What follows belongs to an exercise in optimizing a design on an open flow for small area and few clock cycles; a production flow would make more cautious choices.
The RTL was checked by simulation tests, not by an equivalence proof against the original design.
Power and IR drop assume default switching activity.

$ cat design/flow/run.sh
#!/bin/bash
# synth_recipe.tcl (not shown) runs the flow's synth.tcl, then flattens the netlist and writes it again
# the make line also repeats each setting of config.mk as NAME=value (left out here)
make -C /OpenROAD-flow-scripts/flow DESIGN_CONFIG=/design/flow/config.mk WORK_HOME=/design/flow/orfs CLKGATE_MAP_FILE= SYNTH_SCRIPT=/design/flow/synth_recipe.tcl finish
$ cat design/flow/config.mk
export PLATFORM = sky130hd
export DESIGN_NAME = bq24195_csr_engine
export DESIGN_NICKNAME = bq24195_csr_engine
export VERILOG_FILES = /design/flow/design.v
export SDC_FILE = /design/flow/constraint.sdc
export NUM_CORES = 4
export LEC_CHECK = 0
export CAP_MARGIN = 20
export CORE_MARGIN = 2
export CORE_UTILIZATION = 40
export PLACE_DENSITY = 0.6
export SLEW_MARGIN = 20
$ cat design/flow/constraint.sdc
create_clock -name core_clock -period 5.0 [get_ports {clk}]
set_input_delay 1.0000 -clock core_clock [delete_from_list [all_inputs] [get_ports {clk}]]
set_output_delay 1.0000 -clock core_clock [all_outputs]
set_load 0.01 [all_outputs]
$ cat design/flow/design.v
module bq_cmd_decode (
    input  wire [15:0] cmd,
    output wire [3:0]  op,
    output wire [3:0]  regsel,
    output wire [3:0]  fld,
    output reg         legal
);
    localparam OP_LOAD     = 4'h1;
    localparam OP_DEFAULT  = 4'h2;
    localparam OP_RAW      = 4'h3;
    localparam OP_GET      = 4'h4;
    localparam OP_SET      = 4'h5;
    localparam OP_WRITE    = 4'h6;
    localparam OP_READ     = 4'h7;
    localparam OP_ADDRINFO = 4'h8;
    assign op     = cmd[15:12];
    assign regsel = cmd[11:8];
    assign fld    = cmd[7:4];
    wire [3:0] rsv = cmd[3:0];
    reg       is_modelled;
    reg       is_writable;
    reg       is_readonly;
    reg [3:0] nfields;
    always @(*) begin
        is_modelled = 1'b0;
        is_writable = 1'b0;
        is_readonly = 1'b0;
        nfields     = 4'd0;
        case (regsel)
            4'h0: begin is_modelled = 1'b1; is_writable = 1'b1; nfields = 4'd3; end
            4'h1: begin is_modelled = 1'b1; is_writable = 1'b1; nfields = 4'd2; end
            4'h7: begin is_modelled = 1'b1; is_writable = 1'b1; nfields = 4'd2; end
            4'h8: begin is_modelled = 1'b1; is_readonly = 1'b1; nfields = 4'd6; end
            4'h9: begin is_modelled = 1'b1; is_readonly = 1'b1; nfields = 4'd4; end
            default: ;
        endcase
    end
    always @(*) begin
        legal = 1'b0;
        if (rsv == 4'h0) begin
            case (op)
                OP_LOAD:     legal = is_modelled && (fld == 4'h0);
                OP_DEFAULT:  legal = is_writable && (fld == 4'h0);
                OP_RAW:      legal = is_modelled && (fld == 4'h0);
                OP_GET:      legal = is_modelled && (fld < nfields);
                OP_SET:      legal = is_writable && (fld < nfields);
                OP_WRITE:    legal = is_writable && (fld == 4'h0);
                OP_READ:     legal = is_readonly && (fld == 4'h0);
                OP_ADDRINFO: legal = (regsel == 4'h0) && (fld == 4'h0);
                default:     legal = 1'b0;
            endcase
        end
    end
endmodule
module bq_field_codec (
    input  wire [3:0] regsel,
    input  wire [3:0] fld,
    input  wire [7:0] hbyte,
    input  wire [7:0] din,
    output reg  [7:0] get_val,
    output reg        set_ok,
    output reg  [7:0] set_byte
);
    always @(*) begin
        get_val  = 8'h00;
        set_ok   = 1'b0;
        set_byte = hbyte;
        case ({regsel, fld})
            8'h00: begin  
                get_val  = {7'b0, hbyte[7]};
                set_ok   = (din <= 8'd1);
                set_byte = {din[0], hbyte[6:0]};
            end
            8'h01: begin  
                get_val  = {4'b0, hbyte[6:3]};
                set_ok   = (din <= 8'd15);
                set_byte = {hbyte[7], din[3:0], hbyte[2:0]};
            end
            8'h02: begin  
                get_val  = {5'b0, hbyte[2:0]};
                set_ok   = (din <= 8'd7);
                set_byte = {hbyte[7:3], din[2:0]};
            end
            8'h10: begin  
                get_val  = (hbyte[5:4] == 2'b11) ? 8'h02 : {6'b0, hbyte[5:4]};
                set_ok   = (din <= 8'd2);
                set_byte = {hbyte[7:6], din[1:0], hbyte[3:0]};
            end
            8'h11: begin  
                get_val  = {5'b0, hbyte[3:1]};
                set_ok   = (din <= 8'd7);
                set_byte = {hbyte[7:4], din[2:0], hbyte[0]};
            end
            8'h70: begin  
                get_val  = {7'b0, hbyte[1]};
                set_ok   = (din <= 8'd1);
                set_byte = {hbyte[7:2], din[0], hbyte[0]};
            end
            8'h71: begin  
                get_val  = {7'b0, hbyte[0]};
                set_ok   = (din <= 8'd1);
                set_byte = {hbyte[7:1], din[0]};
            end
            8'h80: get_val = {6'b0, hbyte[7:6]};  
            8'h81: get_val = {6'b0, hbyte[5:4]};  
            8'h82: get_val = {7'b0, hbyte[3]};    
            8'h83: get_val = {7'b0, hbyte[2]};    
            8'h84: get_val = {7'b0, hbyte[1]};    
            8'h85: get_val = {7'b0, hbyte[0]};    
            8'h90: get_val = {7'b0, hbyte[7]};    
            8'h91: get_val = {6'b0, hbyte[5:4]};  
            8'h92: get_val = {7'b0, hbyte[3]};    
            8'h93: begin                           
                case (hbyte[2:0])
                    3'b000:  get_val = 8'h00;  
                    3'b101:  get_val = 8'h05;  
                    3'b110:  get_val = 8'h06;  
                    default: get_val = 8'h07;  
                endcase
            end
            default: ;
        endcase
    end
endmodule
module bq_addr_info (
    input  wire [7:0] addr,
    output wire [7:0] info
);
    wire valid    = (addr <= 8'h0A);
    wire writable = (addr <= 8'h07);
    wire modelled = (addr == 8'h00) || (addr == 8'h01) || (addr == 8'h07) ||
                    (addr == 8'h08) || (addr == 8'h09);
    assign info = valid ? {1'b1, writable, modelled, 1'b0, addr[3:0]} : 8'h00;
endmodule
module bq24195_csr_engine (
    input  wire        clk,
    input  wire        rst,
    input  wire        cmd_valid,
    output wire        cmd_ready,
    input  wire [15:0] cmd,
    input  wire [7:0]  din,
    output reg         rsp_valid,
    output reg  [7:0]  dout,
    output reg  [2:0]  status,
    output reg         buserr_valid,
    output reg  [7:0]  buserr,
    output reg         bus_req,
    output reg         bus_rd,
    output reg  [7:0]  bus_addr,
    output reg  [7:0]  bus_wdata,
    input  wire        bus_ack,
    input  wire        bus_err,
    input  wire [7:0]  bus_rdata,
    input  wire [7:0]  bus_err_code
);
    localparam OP_LOAD     = 4'h1;
    localparam OP_DEFAULT  = 4'h2;
    localparam OP_RAW      = 4'h3;
    localparam OP_GET      = 4'h4;
    localparam OP_SET      = 4'h5;
    localparam OP_WRITE    = 4'h6;
    localparam OP_READ     = 4'h7;
    localparam OP_ADDRINFO = 4'h8;
    localparam ST_OK            = 3'd0;
    localparam ST_ILLEGAL_OP    = 3'd1;
    localparam ST_ILLEGAL_VALUE = 3'd2;
    localparam ST_NO_VALUE      = 3'd3;
    localparam ST_TRANSPORT     = 3'd4;
    localparam S_IDLE = 2'd0;
    localparam S_EXEC = 2'd1;
    localparam S_BUS  = 2'd2;
    reg [1:0]  state;
    reg [15:0] cmd_q;
    reg [7:0]  din_q;
    reg [7:0] h_isc, h_poc, h_moc, h_ss, h_flt;
    reg [4:0] v;
    assign cmd_ready = (state == S_IDLE);
    wire [3:0] op, regsel, fld;
    wire       legal;
    bq_cmd_decode u_dec (
        .cmd    (cmd_q),
        .op     (op),
        .regsel (regsel),
        .fld    (fld),
        .legal  (legal)
    );
    reg [7:0] h_sel;
    reg       v_sel;
    reg [4:0] h_onehot;
    reg [7:0] def_byte;
    always @(*) begin
        h_sel    = 8'h00;
        v_sel    = 1'b0;
        h_onehot = 5'b00000;
        case (regsel)
            4'h0: begin h_sel = h_isc; v_sel = v[0]; h_onehot = 5'b00001; end
            4'h1: begin h_sel = h_poc; v_sel = v[1]; h_onehot = 5'b00010; end
            4'h7: begin h_sel = h_moc; v_sel = v[2]; h_onehot = 5'b00100; end
            4'h8: begin h_sel = h_ss;  v_sel = v[3]; h_onehot = 5'b01000; end
            4'h9: begin h_sel = h_flt; v_sel = v[4]; h_onehot = 5'b10000; end
            default: ;
        endcase
    end
    always @(*) begin
        case (regsel)
            4'h0:    def_byte = 8'h30;
            4'h1:    def_byte = 8'h1B;
            4'h7:    def_byte = 8'h0B;
            default: def_byte = 8'h00;
        endcase
    end
    wire [7:0] get_val;
    wire       set_ok;
    wire [7:0] set_byte;
    bq_field_codec u_codec (
        .regsel   (regsel),
        .fld      (fld),
        .hbyte    (h_sel),
        .din      (din_q),
        .get_val  (get_val),
        .set_ok   (set_ok),
        .set_byte (set_byte)
    );
    wire [7:0] addr_info;
    bq_addr_info u_ai (
        .addr (din_q),
        .info (addr_info)
    );
    reg [2:0] ex_status;
    reg       ex_dout_we;
    reg [7:0] ex_dout;
    reg       ex_h_we;
    reg [7:0] ex_h;
    reg       ex_bus;
    always @(*) begin
        ex_status  = ST_OK;
        ex_dout_we = 1'b0;
        ex_dout    = 8'h00;
        ex_h_we    = 1'b0;
        ex_h       = 8'h00;
        ex_bus     = 1'b0;
        if (!legal) begin
            ex_status = ST_ILLEGAL_OP;
        end else begin
            case (op)
                OP_LOAD: begin
                    ex_h_we = 1'b1;
                    ex_h    = din_q;
                end
                OP_DEFAULT: begin
                    ex_h_we = 1'b1;
                    ex_h    = def_byte;
                end
                OP_RAW: begin
                    if (!v_sel) begin
                        ex_status = ST_NO_VALUE;
                    end else begin
                        ex_dout_we = 1'b1;
                        ex_dout    = h_sel;
                    end
                end
                OP_GET: begin
                    if (!v_sel) begin
                        ex_status = ST_NO_VALUE;
                    end else begin
                        ex_dout_we = 1'b1;
                        ex_dout    = get_val;
                    end
                end
                OP_SET: begin
                    if (!set_ok) begin
                        ex_status = ST_ILLEGAL_VALUE;
                    end else if (!v_sel) begin
                        ex_status = ST_NO_VALUE;
                    end else begin
                        ex_h_we = 1'b1;
                        ex_h    = set_byte;
                    end
                end
                OP_WRITE: begin
                    if (!v_sel)
                        ex_status = ST_NO_VALUE;
                    else
                        ex_bus = 1'b1;
                end
                OP_READ: begin
                    ex_bus = 1'b1;
                end
                OP_ADDRINFO: begin
                    ex_dout_we = 1'b1;
                    ex_dout    = addr_info;
                end
                default: ex_status = ST_ILLEGAL_OP;
            endcase
        end
    end
    always @(posedge clk) begin
        if (rst) begin
            state        <= S_IDLE;
            v            <= 5'b00000;
            rsp_valid    <= 1'b0;
            dout         <= 8'h00;
            status       <= ST_OK;
            buserr_valid <= 1'b0;
            buserr       <= 8'h00;
            bus_req      <= 1'b0;
        end else begin
            rsp_valid <= 1'b0;
            case (state)
                S_IDLE: begin
                    if (cmd_valid) begin
                        cmd_q <= cmd;
                        din_q <= din;
                        state <= S_EXEC;
                    end
                end
                S_EXEC: begin
                    if (ex_bus) begin
                        bus_req   <= 1'b1;
                        bus_rd    <= (op == OP_READ);
                        bus_addr  <= {4'h0, regsel};
                        bus_wdata <= (op == OP_READ) ? 8'h00 : h_sel;
                        state     <= S_BUS;
                    end else begin
                        status       <= ex_status;
                        buserr_valid <= 1'b0;
                        buserr       <= 8'h00;
                        if (ex_dout_we)
                            dout <= ex_dout;
                        if (ex_h_we) begin
                            if (h_onehot[0]) h_isc <= ex_h;
                            if (h_onehot[1]) h_poc <= ex_h;
                            if (h_onehot[2]) h_moc <= ex_h;
                            if (h_onehot[3]) h_ss  <= ex_h;
                            if (h_onehot[4]) h_flt <= ex_h;
                            v <= v | h_onehot;
                        end
                        rsp_valid <= 1'b1;
                        state     <= S_IDLE;
                    end
                end
                S_BUS: begin
                    if (bus_ack) begin
                        bus_req <= 1'b0;
                        if (bus_err) begin
                            status       <= ST_TRANSPORT;
                            buserr_valid <= 1'b1;
                            buserr       <= bus_err_code;
                        end else begin
                            status       <= ST_OK;
                            buserr_valid <= 1'b0;
                            buserr       <= 8'h00;
                            if (bus_rd) begin
                                dout <= bus_rdata;
                                if (h_onehot[3]) h_ss  <= bus_rdata;
                                if (h_onehot[4]) h_flt <= bus_rdata;
                                v <= v | h_onehot;
                            end
                        end
                        rsp_valid <= 1'b1;
                        state     <= S_IDLE;
                    end
                end
                default: state <= S_IDLE;
            endcase
        end
    end
endmodule
==> qor.yml <==
numCtsBuffers: 9
peakVddDrop_mv: 0.132
cp-end-kind: "flip-flop"
grt_first_pass_wirelength_mm: 25.5
min_path_cells: 2
ys_ff_latch: 105
drc: 0
path_class: "flip-flop to flip-flop"
start_kind: "flip-flop"
cp.required_ns: 5.07
postCtsSetupBuffers: 0
holdBufCountCts: 0
wl_per_cell_um: 21.0
synth_edf_count: 77
power_frac_clock_pct: 38.0
avgSynthCellArea_um2: 10.6
rsz0062_at_grt: "no"
fin_skew_ns: 0.00564
hp-start: "buserr[4]"
die_y_um: 122
drv_slew: 0
postSynthCellCount: 526
nNetsFinal: 643
rows: 43
yosys_most_used_dff: "edfxtp_1"
drtIter0Drc: 346
slew_headroom_pct: 29.3
grt_pass1_vias: 4369
final.setup.tns_ns: 0
vias: 4455
cts_htree_levels: 3
grt_overflow: 0
io_pins: 85
coreArea_um2: 13700
drv_cap: 0
status: "finished clean"
setup_viol: 0
fill_cells: 1298
seq_power_share_pct: 53.1
period_needed_ns: 3.92
r2r.worst_path.cells: 12
max_clock_freq_mhz: 255
utilization_pct: 49.3
track_usage_pct: 22.9
total_power_uw: 1830
firstDrtPassIters: 5
die_w_um: 122
cts_tree: "built"
hpwl_mm: 12.2
final_cell_area_um2: 6760
p_leak_uw: 0.00219
yosysSeqAreaShare_pct: 51.5
port_buffers: 80
power_per_cell_area_nw_per_um2: 270
min_path_type: "flip-flop to flip-flop"
finalHoldViolCount: 0
critical_path.cell_chain: "or2_1 -> a21oi_1 -> nor2_1 -> ha_1 -> a21boi_0 -> o21ai_0 -> a32o_2 -> nand3_1 -> and3_1 -> nand3_1 -> a21oi_1 -> buf_4"
drive_gt1_share_pct: 10.7
synth_top_area_share_pct: 41.5
clk_latency_ns: 0.36
multi_input_area_um2: 2420
cpMaxStageDelayCell: "edfxtp_1"
p_int_uw: 1390
clkSinkCount: 105
p_sw_uw: 438
grt_max_degree: 29
clock-root-buffer: "clkbuf_16"
areaGrowthSynthToFinish_pct: 21.3
critical_path_arrival_ns: 3.99
min_to: "buserr[4]"
drt_wl_total_mm: 16.3
yosys.area.top_type: "edfxtp_1"
switching_share_pct: 24.0
initial_core_util_pct: 40.6
worstPathMaxFanout: 17
async_flop_share_pct: 0
critPathMaxStageDelay_ns: 0.62
antenna_found_initial: 0
place_congestion: 0.974
die-area_um2: 14900
cp_top_family: "simple AND/OR/NAND/NOR gates"
worst-r2r-setup-slack_ns: 1.08
r2r_end: "h_ss[3]"
worstMarginPinSlew_ns: 1.06
finalCritPeriodShare_pct: 78.5
n_antenna_cell: 0
viasPerCell: 5.73
path_buf_inv: 1
register_area_um2: 2870
synth_area_um2: 5570
path_clk_slew_ns: 0.07
ctsResizeCount: 0
yosys.cell_types.count: 76
yosysWarnings: 3
placed_area_um2: 6470
synth_area_leaders: "edfxtp_1, dfxtp_1, a21oi_1"
clock_path_buffers: 2
rr_startpoint: "cmd_q[9]"
postRouteAntennaNets: 0
comb_power_share_pct: 8.9
==> cells by family (layout without fill, tap and decap cells) <==
| logic type | count (synthesis) | after routing | synth area share (%) |
|---|---|---|---|
| flops | 105 | 105 | 51.5 |
| fa+ha+maj | 5 | 5 | 1.12 |
| buf+inv | 54 | 123 | 5.27 |
| mux | 25 | 25 | 5.68 |
| compound gates | 147 | 147 | 17.8 |
| simple gates | 186 | 186 | 18.0 |
| xor+xnor | 3 | 3 | 0.471 |
| other cells | 1 | 4 | 0.0673 |
==> stage by stage <==
| step | setup slack (ns) | cells | hold slack [ns] |
|---|---|---|---|
| 2_1_floorplan | 1.61 | 529 | 0.421 |
| 5_1_grt | 0.733 | 778 | 0.477 |
| 3_3_place_gp | 1.32 | 762 | 0.441 |
| 4_1_cts | 1.11 | 778 | 0.453 |
| 3_5_place_dp | 1.13 | 762 | 0.445 |
| 6_report | 1.08 | 778 | 0.453 |
==> cells in the mapped netlist, types with 3 or more instances <==
master     instances
nand2_1           56
clkbuf_1          16
buf_4              9
a21oi_1           45
buf_6              6
o32ai_1            3
mux2i_1           11
and3_1             3
o21ai_0           26
a211oi_1           5
nor2b_1            9
nand3b_1           3
dfxtp_1           28
ha_1               5
nor3_1             8
nand3_1           23
a22oi_1            8
and2_1             5
nand4b_1           4
o21a_1             3
buf_2             10
o21ai_1            3
nor4_1             4
nor2_1            37
o31ai_1            4
nand2b_1          10
o211ai_1           4
a31oi_1            7
inv_1             13
a21boi_0           3
a32oi_1            6
mux2_2             8
o2bb2ai_1          5
mux4_2             3
a22o_1             3
edfxtp_1          77
==> final cells by class <==
cell class                      count  area share [%]
Clock inverter                      5           0.684
Tap cell                          180            3.33
Multi-Input combinational cell    370            35.8
Sequential cell                   105            42.5
Timing Repair Buffer               94            13.4
Inverter                           13           0.721
Clock buffer                       11            3.64
==> routing by layer <==
metal	track usage, %	vias to the layer above	share of wire (%)
li1	-	2105	-
met1	31.3	2167	44
met2	36.7	161	48
met3	3.79	22	5.3
met4	8.41	0	2.5
met5	0	-	0
==> registers in the layout, indices dropped and copies added (netlist names) <==
name,count
dout,8
state,2
bus_wdata,8
h_flt,8
status,3
h_isc,8
h_ss,8
din_q,8
h_poc,8
v,5
cmd_q,16
buserr,8
bus_rd,1
rsp_valid,1
bus_req,1
h_moc,8
bus_addr,4
==> worst max path at each step <==
| stage | slack, ns | cells after the start | to | start |
|---|---|---|---|---|
| 2_1_floorplan | 1.61 | 14 | h_ss[0] | cmd_q[9] |
| 3_3_place_gp | 1.32 | 12 | h_ss[3] | cmd_q[9] |
| 3_5_place_dp | 1.13 | 12 | h_ss[6] | cmd_q[9] |
| 4_1_cts | 1.11 | 12 | h_ss[5] | cmd_q[9] |
| 5_1_grt | 0.73 | 12 | h_ss[5] | cmd_q[9] |
| 6_report | 1.08 | 12 | h_ss[3] | cmd_q[9] |
==> power groups by stage <==
stage	Combinational (uW)	Clock, uW	Sequential, uW
finish	163	695	970
global route	178	745	972
CTS	163	712	970
detailed placement	162	0	989
global placement	162	0	988
floorplan	102	0	975
==> worst reg2reg max path: cells and delay by family, from the launching register on <==
kind                     cells  cell delay [ns]
AND/OR/NAND/NOR              5             1.41
AO/OA/AOI/OAI                5             1.13
flip-flops                   1             0.62
adder cells (fa/ha/maj)      1             0.29
buffers and inverters        1             0.20
==> cells in the final DEF (no fill, tap or decap), types with 4 or more instances in the layout <==
cell,instances
buf_4,14
dfxtp_1,28
clkdlybuf4s50_1,80
o21ai_0,26
nand2_1,56
o2bb2ai_1,5
mux2i_1,11
inv_1,13
nor2_1,37
clkbuf_16,9
nor4_1,4
and2_1,5
mux2_2,8
nand4b_1,4
edfxtp_1,77
o211ai_1,4
nand3_1,23
a22oi_1,8
a21oi_1,45
a211oi_1,5
a32oi_1,6
a31oi_1,7
nand2b_1,10
conb_1,4
ha_1,5
o31ai_1,4
nor2b_1,9
nor3_1,8
Testbench counts, summed over its fixed seeds: cycles 13,516.

what the ideal ports hide:
The flow's constraints put no driver on any port. The routed layout listed below was extracted and timed again, unchanged, in two steps. Step 1 (the two cells are an assumption about what drives the block):
set clk [get_ports {clk}]
set_driving_cell -lib_cell sky130_fd_sc_hd__clkbuf_16 $clk
set_driving_cell -lib_cell sky130_fd_sc_hd__buf_2 [delete_from_list [all_inputs] $clk]
Step 2 adds t to the input delays and takes it off the output delays; t is the mean of the earliest and latest rising clock arrival at the registers after step 1. Input paths then give back, and output paths get back, about the clock's delay inside the block. a / b / c = ideal ports / drivers / drivers and shift; a / b = the first two.
t (ns): 0.387
setup slack, ns: 1.076 / 1.076 / 1.076
hold slack, ns: 0.453 / 0.453 / 0.453
After both steps setup and hold are still met in this run. For this run, drivers alone change the setup slack by 0.000 ns; drivers and shift together by 0.000 ns.
